What follows belongs to an exercise in optimizing a design on an open flow for small area, a short achievable clock period and few clock cycles; a production flow would make more cautious choices. Only simulation tests tie the RTL to the original design; equivalence was not proved. No activity file was given, so power comes from the tool's default toggle rates.

### design.v
module fx_sin (
    input  wire [7:0]  angle,
    output wire [15:0] value
);
    wire [1:0] quad = angle[7:6];
    wire [5:0] low  = angle[5:0];
    wire [6:0] idx = quad[0] ? (7'd64 - {1'b0, low}) : {1'b0, low};
    reg [8:0] rom;
    always @(*) begin
        case (idx)
            7'd0: rom = 9'd0;
            7'd1: rom = 9'd6;
            7'd2: rom = 9'd13;
            7'd3: rom = 9'd19;
            7'd4: rom = 9'd25;
            7'd5: rom = 9'd31;
            7'd6: rom = 9'd38;
            7'd7: rom = 9'd44;
            7'd8: rom = 9'd50;
            7'd9: rom = 9'd56;
            7'd10: rom = 9'd62;
            7'd11: rom = 9'd68;
            7'd12: rom = 9'd74;
            7'd13: rom = 9'd80;
            7'd14: rom = 9'd86;
            7'd15: rom = 9'd92;
            7'd16: rom = 9'd98;
            7'd17: rom = 9'd104;
            7'd18: rom = 9'd109;
            7'd19: rom = 9'd115;
            7'd20: rom = 9'd121;
            7'd21: rom = 9'd126;
            7'd22: rom = 9'd132;
            7'd23: rom = 9'd137;
            7'd24: rom = 9'd142;
            7'd25: rom = 9'd147;
            7'd26: rom = 9'd152;
            7'd27: rom = 9'd157;
            7'd28: rom = 9'd162;
            7'd29: rom = 9'd167;
            7'd30: rom = 9'd172;
            7'd31: rom = 9'd177;
            7'd32: rom = 9'd181;
            7'd33: rom = 9'd185;
            7'd34: rom = 9'd190;
            7'd35: rom = 9'd194;
            7'd36: rom = 9'd198;
            7'd37: rom = 9'd202;
            7'd38: rom = 9'd206;
            7'd39: rom = 9'd209;
            7'd40: rom = 9'd213;
            7'd41: rom = 9'd216;
            7'd42: rom = 9'd220;
            7'd43: rom = 9'd223;
            7'd44: rom = 9'd226;
            7'd45: rom = 9'd229;
            7'd46: rom = 9'd231;
            7'd47: rom = 9'd234;
            7'd48: rom = 9'd237;
            7'd49: rom = 9'd239;
            7'd50: rom = 9'd241;
            7'd51: rom = 9'd243;
            7'd52: rom = 9'd245;
            7'd53: rom = 9'd247;
            7'd54: rom = 9'd248;
            7'd55: rom = 9'd250;
            7'd56: rom = 9'd251;
            7'd57: rom = 9'd252;
            7'd58: rom = 9'd253;
            7'd59: rom = 9'd254;
            7'd60: rom = 9'd255;
            7'd61: rom = 9'd255;
            7'd62: rom = 9'd256;
            7'd63: rom = 9'd256;
            7'd64: rom = 9'd256;
            default: rom = 9'd0;
        endcase
    end
    wire [15:0] mag = {7'd0, rom};
    assign value = quad[1] ? (16'd0 - mag) : mag;
endmodule
module fx_mul (
    input  wire [15:0] a,
    input  wire [15:0] b,
    output wire [15:0] p
);
    wire signed [31:0] prod = $signed(a) * $signed(b);
    assign p = prod[23:8];
endmodule
module fx_vertex (
    input  wire [15:0] x,
    input  wire [15:0] y,
    input  wire [15:0] z,
    input  wire [15:0] sx, cx,
    input  wire [15:0] sy, cy,
    input  wire [15:0] sz, cz,
    input  wire [15:0] zoom,
    output wire [15:0] x3,
    output wire [15:0] y3,
    output wire [15:0] z2,
    output wire [7:0]  px,
    output wire [7:0]  py
);
    wire [15:0] m_xcy, m_zsy, m_xsy, m_zcy;
    fx_mul u_xcy (.a(x), .b(cy), .p(m_xcy));
    fx_mul u_zsy (.a(z), .b(sy), .p(m_zsy));
    fx_mul u_xsy (.a(x), .b(sy), .p(m_xsy));
    fx_mul u_zcy (.a(z), .b(cy), .p(m_zcy));
    wire [15:0] x1 = m_xcy - m_zsy;
    wire [15:0] z1 = m_xsy + m_zcy;
    wire [15:0] m_ycx, m_z1sx, m_ysx, m_z1cx;
    fx_mul u_ycx  (.a(y),  .b(cx), .p(m_ycx));
    fx_mul u_z1sx (.a(z1), .b(sx), .p(m_z1sx));
    fx_mul u_ysx  (.a(y),  .b(sx), .p(m_ysx));
    fx_mul u_z1cx (.a(z1), .b(cx), .p(m_z1cx));
    wire [15:0] y2 = m_ycx - m_z1sx;
    assign z2 = m_ysx + m_z1cx;
    wire [15:0] m_x1cz, m_y2sz, m_x1sz, m_y2cz;
    fx_mul u_x1cz (.a(x1), .b(cz), .p(m_x1cz));
    fx_mul u_y2sz (.a(y2), .b(sz), .p(m_y2sz));
    fx_mul u_x1sz (.a(x1), .b(sz), .p(m_x1sz));
    fx_mul u_y2cz (.a(y2), .b(cz), .p(m_y2cz));
    assign x3 = m_x1cz - m_y2sz;
    assign y3 = m_x1sz + m_y2cz;
    wire [15:0] m_xz, m_yz;
    fx_mul u_xz (.a(x3), .b(zoom), .p(m_xz));
    fx_mul u_yz (.a(y3), .b(zoom), .p(m_yz));
    assign px = m_xz[15:8] + 8'd32;
    assign py = m_yz[15:8] + 8'd16;
endmodule
module rast_geom (
    input  wire        clk,
    input  wire        rst,           
    input  wire [47:0] cmd_word,
    input  wire        cmd_valid,
    output wire        cmd_ready,
    input  wire [12:0] rd_addr,
    output reg  [7:0]  rd_data
);
    localparam OP_TOFIX = 8'h30;
    localparam OP_TOINT = 8'h31;
    localparam OP_MUL   = 8'h32;
    localparam OP_SIN   = 8'h33;
    localparam OP_COS   = 8'h34;
    localparam OP_WREG  = 8'h40;
    localparam OP_XFORM = 8'h41;
    reg [15:0] res;
    reg [7:0]  angx, angy, angz;
    reg [15:0] zoom;
    reg [127:0] p3x, p3y, p3z;       
    reg [63:0]  p2x, p2y;            
    reg        busy;
    reg        trig_done;            
    reg [2:0]  vidx;
    reg [15:0] sx, cx, sy, cy, sz, cz;
    assign cmd_ready = ~busy & ~rst;
    wire accept = cmd_valid & cmd_ready;
    wire [7:0]  opcode = cmd_word[7:0];
    wire [7:0]  fa     = cmd_word[15:8];
    wire [15:0] fh     = cmd_word[23:8];
    wire [15:0] fg_h2  = cmd_word[39:24];
    wire [15:0] fg_bh  = cmd_word[31:16];
    wire [15:0] mul_res;
    fx_mul u_mul (.a(fh), .b(fg_h2), .p(mul_res));
    wire [7:0]  sc_angle = (opcode == OP_COS) ? fa + 8'd64 : fa;
    wire [15:0] sc_res;
    fx_sin u_sc (.angle(sc_angle), .value(sc_res));
    wire [15:0] t_sx, t_cx, t_sy, t_cy, t_sz, t_cz;
    fx_sin u_sx (.angle(angx),         .value(t_sx));
    fx_sin u_cx (.angle(angx + 8'd64), .value(t_cx));
    fx_sin u_sy (.angle(angy),         .value(t_sy));
    fx_sin u_cy (.angle(angy + 8'd64), .value(t_cy));
    fx_sin u_sz (.angle(angz),         .value(t_sz));
    fx_sin u_cz (.angle(angz + 8'd64), .value(t_cz));
    wire [15:0] vx = vidx[0] ? 16'h0800 : 16'hF800;
    wire [15:0] vy = vidx[1] ? 16'h0800 : 16'hF800;
    wire [15:0] vz = vidx[2] ? 16'h0800 : 16'hF800;
    wire [15:0] x3, y3, z2;
    wire [7:0]  px, py;
    fx_vertex u_vtx (
        .x(vx), .y(vy), .z(vz),
        .sx(sx), .cx(cx), .sy(sy), .cy(cy), .sz(sz), .cz(cz),
        .zoom(zoom),
        .x3(x3), .y3(y3), .z2(z2), .px(px), .py(py)
    );
    always @(posedge clk) begin
        if (rst) begin
            res       <= 16'h0000;
            angx      <= 8'h00;
            angy      <= 8'h00;
            angz      <= 8'h00;
            zoom      <= 16'h0100;
            p3x       <= 128'd0;
            p3y       <= 128'd0;
            p3z       <= 128'd0;
            p2x       <= 64'd0;
            p2y       <= 64'd0;
            busy      <= 1'b0;
            trig_done <= 1'b0;
            vidx      <= 3'd0;
            sx <= 16'd0; cx <= 16'd0;
            sy <= 16'd0; cy <= 16'd0;
            sz <= 16'd0; cz <= 16'd0;
        end else if (busy) begin
            if (!trig_done) begin
                sx <= t_sx; cx <= t_cx;
                sy <= t_sy; cy <= t_cy;
                sz <= t_sz; cz <= t_cz;
                vidx      <= 3'd0;
                trig_done <= 1'b1;
            end else begin
                p3x[16*vidx +: 16] <= x3;
                p3y[16*vidx +: 16] <= y3;
                p3z[16*vidx +: 16] <= z2;
                p2x[8*vidx +: 8]   <= px;
                p2y[8*vidx +: 8]   <= py;
                vidx <= vidx + 3'd1;
                if (vidx == 3'd7) begin
                    busy      <= 1'b0;
                    trig_done <= 1'b0;
                end
            end
        end else if (accept) begin
            case (opcode)
                OP_TOFIX: res <= {fh[7:0], 8'h00};
                OP_TOINT: res <= {{8{fh[15]}}, fh[15:8]};
                OP_MUL:   res <= mul_res;
                OP_SIN:   res <= sc_res;
                OP_COS:   res <= sc_res;
                OP_WREG: begin
                    case (fa)
                        8'd0: angx <= fg_bh[7:0];
                        8'd1: angy <= fg_bh[7:0];
                        8'd2: angz <= fg_bh[7:0];
                        8'd3: zoom <= fg_bh;
                        default: ;
                    endcase
                end
                OP_XFORM: begin
                    busy      <= 1'b1;
                    trig_done <= 1'b0;
                end
                default: ;    
            endcase
        end
    end
    wire [6:0] p3_off = rd_addr[6:0] - 7'h40;    
    wire [6:0] p3_vtx = p3_off / 7'd6;
    wire [6:0] p3_byte = p3_off % 7'd6;
    reg  [15:0] p3_word;
    always @(*) begin
        case (p3_byte[2:1])
            2'd0:    p3_word = p3x[16*p3_vtx +: 16];
            2'd1:    p3_word = p3y[16*p3_vtx +: 16];
            default: p3_word = p3z[16*p3_vtx +: 16];
        endcase
    end
    always @(*) begin
        rd_data = 8'h00;
        if (rd_addr == 13'h0800)
            rd_data = {7'd0, busy | rst};
        else if (rd_addr == 13'h0801)
            rd_data = angx;
        else if (rd_addr == 13'h0802)
            rd_data = angy;
        else if (rd_addr == 13'h0803)
            rd_data = angz;
        else if (rd_addr == 13'h0804)
            rd_data = zoom[7:0];
        else if (rd_addr == 13'h0805)
            rd_data = zoom[15:8];
        else if (rd_addr == 13'h0806)
            rd_data = res[7:0];
        else if (rd_addr == 13'h0807)
            rd_data = res[15:8];
        else if (rd_addr[12:4] == 9'h082)
            rd_data = rd_addr[0] ? p2y[8*rd_addr[3:1] +: 8] : p2x[8*rd_addr[3:1] +: 8];
        else if (rd_addr >= 13'h0840 && rd_addr <= 13'h086F)
            rd_data = p3_byte[0] ? p3_word[15:8] : p3_word[7:0];
    end
endmodule
### run.sh
#!/bin/bash
# synth_recipe.tcl (not shown) runs the flow's synth.tcl, then flattens the netlist and writes it again
# the make line also repeats each setting of config.mk as NAME=value (left out here)
make -C /OpenROAD-flow-scripts/flow DESIGN_CONFIG=/design/flow/config.mk WORK_HOME=/design/flow/orfs CLKGATE_MAP_FILE= SYNTH_SCRIPT=/design/flow/synth_recipe.tcl finish
### config.mk
export PLATFORM = sky130hd
export DESIGN_NAME = rast_geom
export DESIGN_NICKNAME = rast_geom
export VERILOG_FILES = /design/flow/design.v
export SDC_FILE = /design/flow/constraint.sdc
export NUM_CORES = 4
export LEC_CHECK = 0
export CAP_MARGIN = 20
export CORE_MARGIN = 2
export CORE_UTILIZATION = 40
export SLEW_MARGIN = 20
### constraint.sdc
create_clock -name core_clock -period 28.0 [get_ports {clk}]
set_input_delay 5.6000 -clock core_clock [delete_from_list [all_inputs] [get_ports {clk}]]
set_output_delay 5.6000 -clock core_clock [all_outputs]
set_load 0.01 [all_outputs]
==> impl_results.md <==
- I/O pin cnt: 73
- P_sw: 1.190 mW
- Drt drc: 0
- CP endpoint kind: flip-flop
- Fin util: between 40% and 50%
- GPL Wtd Cong: a little under 0.9
- Fin crit share: between 90% and 100%
- FF-to-FF path depth: ~110
- Min Hold Slack: ~0.46 ns
- Crit Path Category: reg -> reg
- GRT Util Overall: a little under a quarter
- Pre-CTS setup slack: just under 0.3 ns
- Logic pwr share: between 40% and 50%
- Max clock buf depth: 3
- Vias post-DR: 83.33k
- Die Ht: approximately 520 um
- Post-place instance area: between 100000 and 150000 um^2
- CTS root buf: clkbuf_16
- Final std cells w/o fill: about 16k
- Register area share after synthesis: 11.74%
- Overall power: around 3.2 mW
- IO Port Bufs: 64
- GRT Max-Usage Layer: met2
- DRT Wirelength: around 310000 um
- Reg2reg end: p2x[63]
- CTS H-Tree Depth: 3
- Warnings, synthesis: 2
- First-pass GRT wire length: about 490000 um
- EDFF count, synth: 0
- Worst Hold End: zoom[13]
- Max stage delay cell, worst path: fa_1
- GRT overflow: 0
- WL per Instance: about 19 um
- Slew Limit Fails: 0
- Ys async rst share: 0%
- Slew @ Worst Pin: roughly 1.2 ns
- Clock sinks: 633
- Clock Skews: around 0.051 ns
- R2R Setup Slk: ~1.2 ns
- Hold Startpoint: zoom[13]
- Final Hold Fails: 0
- Clock transition at the registers of the reported paths: approximately 0.060 ns
- Largest stage delay, worst path: 0.56 ns
- DR vias/cell: 5.254
- P&R area growth vs syn: 7.598%
- Die area: approximately 270000 um^2
- Clock latency on the worst-skew pair: 0.68 ns
- Status: timing/DRC/antenna clean
- Chip Width: between 500 and 600 um
- Antenna violations before repair: 10
- Post-synthesis cell type count: 88
- Peak Freq: between 30 and 40 MHz
- Number of global-route vias before repair: roughly 84k
- Core area: 268200 um^2
- Pleak: approximately 53 nW
- First-pass DRT Iterations: 6
- Peak VDD IR: 122.2 uV
- Internal: 2.007 mW
- Proportion of layout cells with a drive suffix above 1: between 5 and 6%
- Starting Density: about two fifths
- Flops & latches, synth: 633
- Hold crit path type: reg -> reg
- Placed cells: around 16k
- Clock share of power: a little under a third
- Global routing usage on met2: 37.16%
- CTS Buf Count: 73
- Post-Syn Area: roughly 110000 um^2
- R2R Path Start: vidx[2]
- Critical Path AT: around 27 ns
- Fin crit period: 26.76 ns
- Hold buffer count at CTS: 0
- Crit path launch type: flip-flop
- Dominant synthesized flop cell: dfxtp_1
- Final setup TNS: 0 ns
- Pwr/cell area: roughly 28 nW/um^2
- CP max FO: 9
- Avg Cell Area, Syn: 8.635 um^2
- Final worst setup slack: 1.237 ns
- DP HPWL: 232700 um
- CTS tree: done
- ANT nets after route: 0
- Worst slew margin relative to its limit: roughly 18%
- Sw Share: about 37%
- Fin area: roughly 120000 um^2
- Most frequent CP cell: fa_1
- Syn Inst Count: 12.50k
- Fin nets: between 15k and 20k
- Critical Path RT: ~29 ns
- Reg power frac: between 20% and 30%
- Hold depth: 2
- Count of final setup violators: 0
- GRT met1 Usage: a little under a third
- Row count: 190
- Pin count of the biggest net entering global routing: about 170
- Post-Syn Nets: 15.30k
- Maxcap violations: 0
- Drt first-iter violations: about 6.1k
- Met3 Resource Use GR: 2.085%
area by class of cell:
class	count	area, um^2
inverters	2236	8393
clock buffers	106	2131
flip-flops and latches	633	12680
well taps	3552	4444
clock inverters	21	304.0
fillers	26780	152000
repair buffers	385	3107
multi-input cells	8922	85090
diodes	3	7.507
layout by cell type, fill, tap and decap left out, drive strengths merged, types with 107 or more instances in the layout:
cell type,instances
o21ai,245
xor2,145
buf,323
dfxtp,633
xnor2,429
a22oi,505
nor2b,138
fa,1725
nand2,1113
nor3,144
clkbuf,107
ha,1009
inv,2238
a211oi,121
nor2,1123
and2,792
a21oi,407
mux2i,169
per-layer routing:
layer	vias to the layer above	routed length, um
li1	38960	-
met1	41720	135300
met2	2252	141300
met3	391	16960
met4	0	11980
met5	-	0
synth_stat cells, types with 15 or more instances:
cell type	count	area, um^2
o21ai_0	242	1211
nor4_1	15	93.84
o221ai_1	19	166.4
nand2b_1	76	475.5
a22oi_1	505	3791
a211oi_1	121	908.4
and2_1	791	4949
a32oi_1	15	131.4
o21a_1	44	330.3
nor2_1	1123	4215
mux4_2	57	1284
ha_1	1009	12620
mux2i_1	169	1692
fa_1	1725	34530
nor3_1	144	720.7
o21bai_1	41	307.8
o211ai_1	74	555.5
nand4_1	20	125.1
xnor2_1	429	3757
inv_1	2232	8378
o311ai_0	19	166.4
buf_1	23	86.33
dfxtp_1	633	12670
and3_1	40	250.2
or3_1	18	112.6
a31oi_1	41	256.5
buf_2	20	100.1
clkbuf_1	666	2500
nand2_1	1113	4178
nor2b_1	138	863.3
or2_2	16	100.1
a21o_1	55	412.9
o22ai_1	17	106.4
nand3_1	76	380.4
a21oi_1	405	2027
xor2_1	145	1270
worst max path at each step:
stage                     startpoint       to  slack, ns  cells after the start
after floorplan              vidx[0]  p2x[39]       1.11                    110
after detailed placement     vidx[2]   p2x[7]       0.29                    107
after CTS                    vidx[2]  p2x[63]       0.15                    107
after global placement       vidx[0]  p2y[15]       0.42                     95
final                        vidx[2]  p2x[63]       1.24                    112
after global routing         vidx[2]  p2x[63]     -0.005                    111
power by group through the flow:
stage | Clock, mW | Combinational (mW) | Sequential, mW
after floorplan | 0 | 0.934 | 0.921
after global placement | 0 | 1.30 | 0.921
after detailed placement | 0 | 1.30 | 0.921
after CTS | 0.999 | 1.31 | 0.901
after global routing | 1.03 | 1.45 | 0.900
final | 0.987 | 1.31 | 0.901
cells by family after synthesis:
group | share of synthesized area, %
flops | 11.74
mux | 2.808
xor+xnor | 5.016
simple gates | 15.61
buf+inv | 10.27
fa+ha+maj | 43.69
compound gates | 10.87
critical path: cells and delay by family, from the launching register on:
kind / cells / cell delay, ns
and+or+nand+nor: 13 / 2.13
DFF: 1 / 0.31
buffers and inverters: 24 / 2.06
adders and majority gates: 32 / 13.63
AOI/OAI and AO/OA: 26 / 4.61
xor gates and xnor gates: 17 / 3.92
registers in the layout (all words and copies together) (netlist names), 16 cells and up:
signal	cells
p3x	128
p3y	128
p3z	128
p2x	64
p2y	64
res	16
zoom	16
what timing repair did:
action | CTS | global route
endpoints found under the setup margin | 0 | 32
setup buffers | 0 | 4
gates resized for setup | 0 | 61
Testbench counts, summed over its fixed seeds: cycles 13,913.

-- separate check: timing with driven ports --
Ports are ideal in the flow. The routed layout listed here was re-timed in OpenROAD.
Step 1 (the two cells are an assumption about what drives the block):
set clk [get_ports {clk}]
set_driving_cell -lib_cell sky130_fd_sc_hd__clkbuf_16 $clk
set_driving_cell -lib_cell sky130_fd_sc_hd__buf_2 [delete_from_list [all_inputs] $clk]
Step 2 adds t to the input delays and takes it off the output delays; t is the mean of the earliest and latest rising clock arrival at the registers after step 1. Input paths then give back, and output paths get back, about the clock's delay inside the block.
a / b / c = ideal / step 1 / step 2; a / b = the first two.
t, ns: 0.739
setup slack, ns: 1.237 / 1.237 / 1.237
latest minus earliest clock arrival (ns): 0.051 / 0.052
worst data-port slew with drivers (ns): 0.06
pins driven straight from the clock port: 1
After both steps setup and hold are still met in this run. The setup slack of this run moves by 0.000 ns with the drivers and by 0.000 ns with both steps.
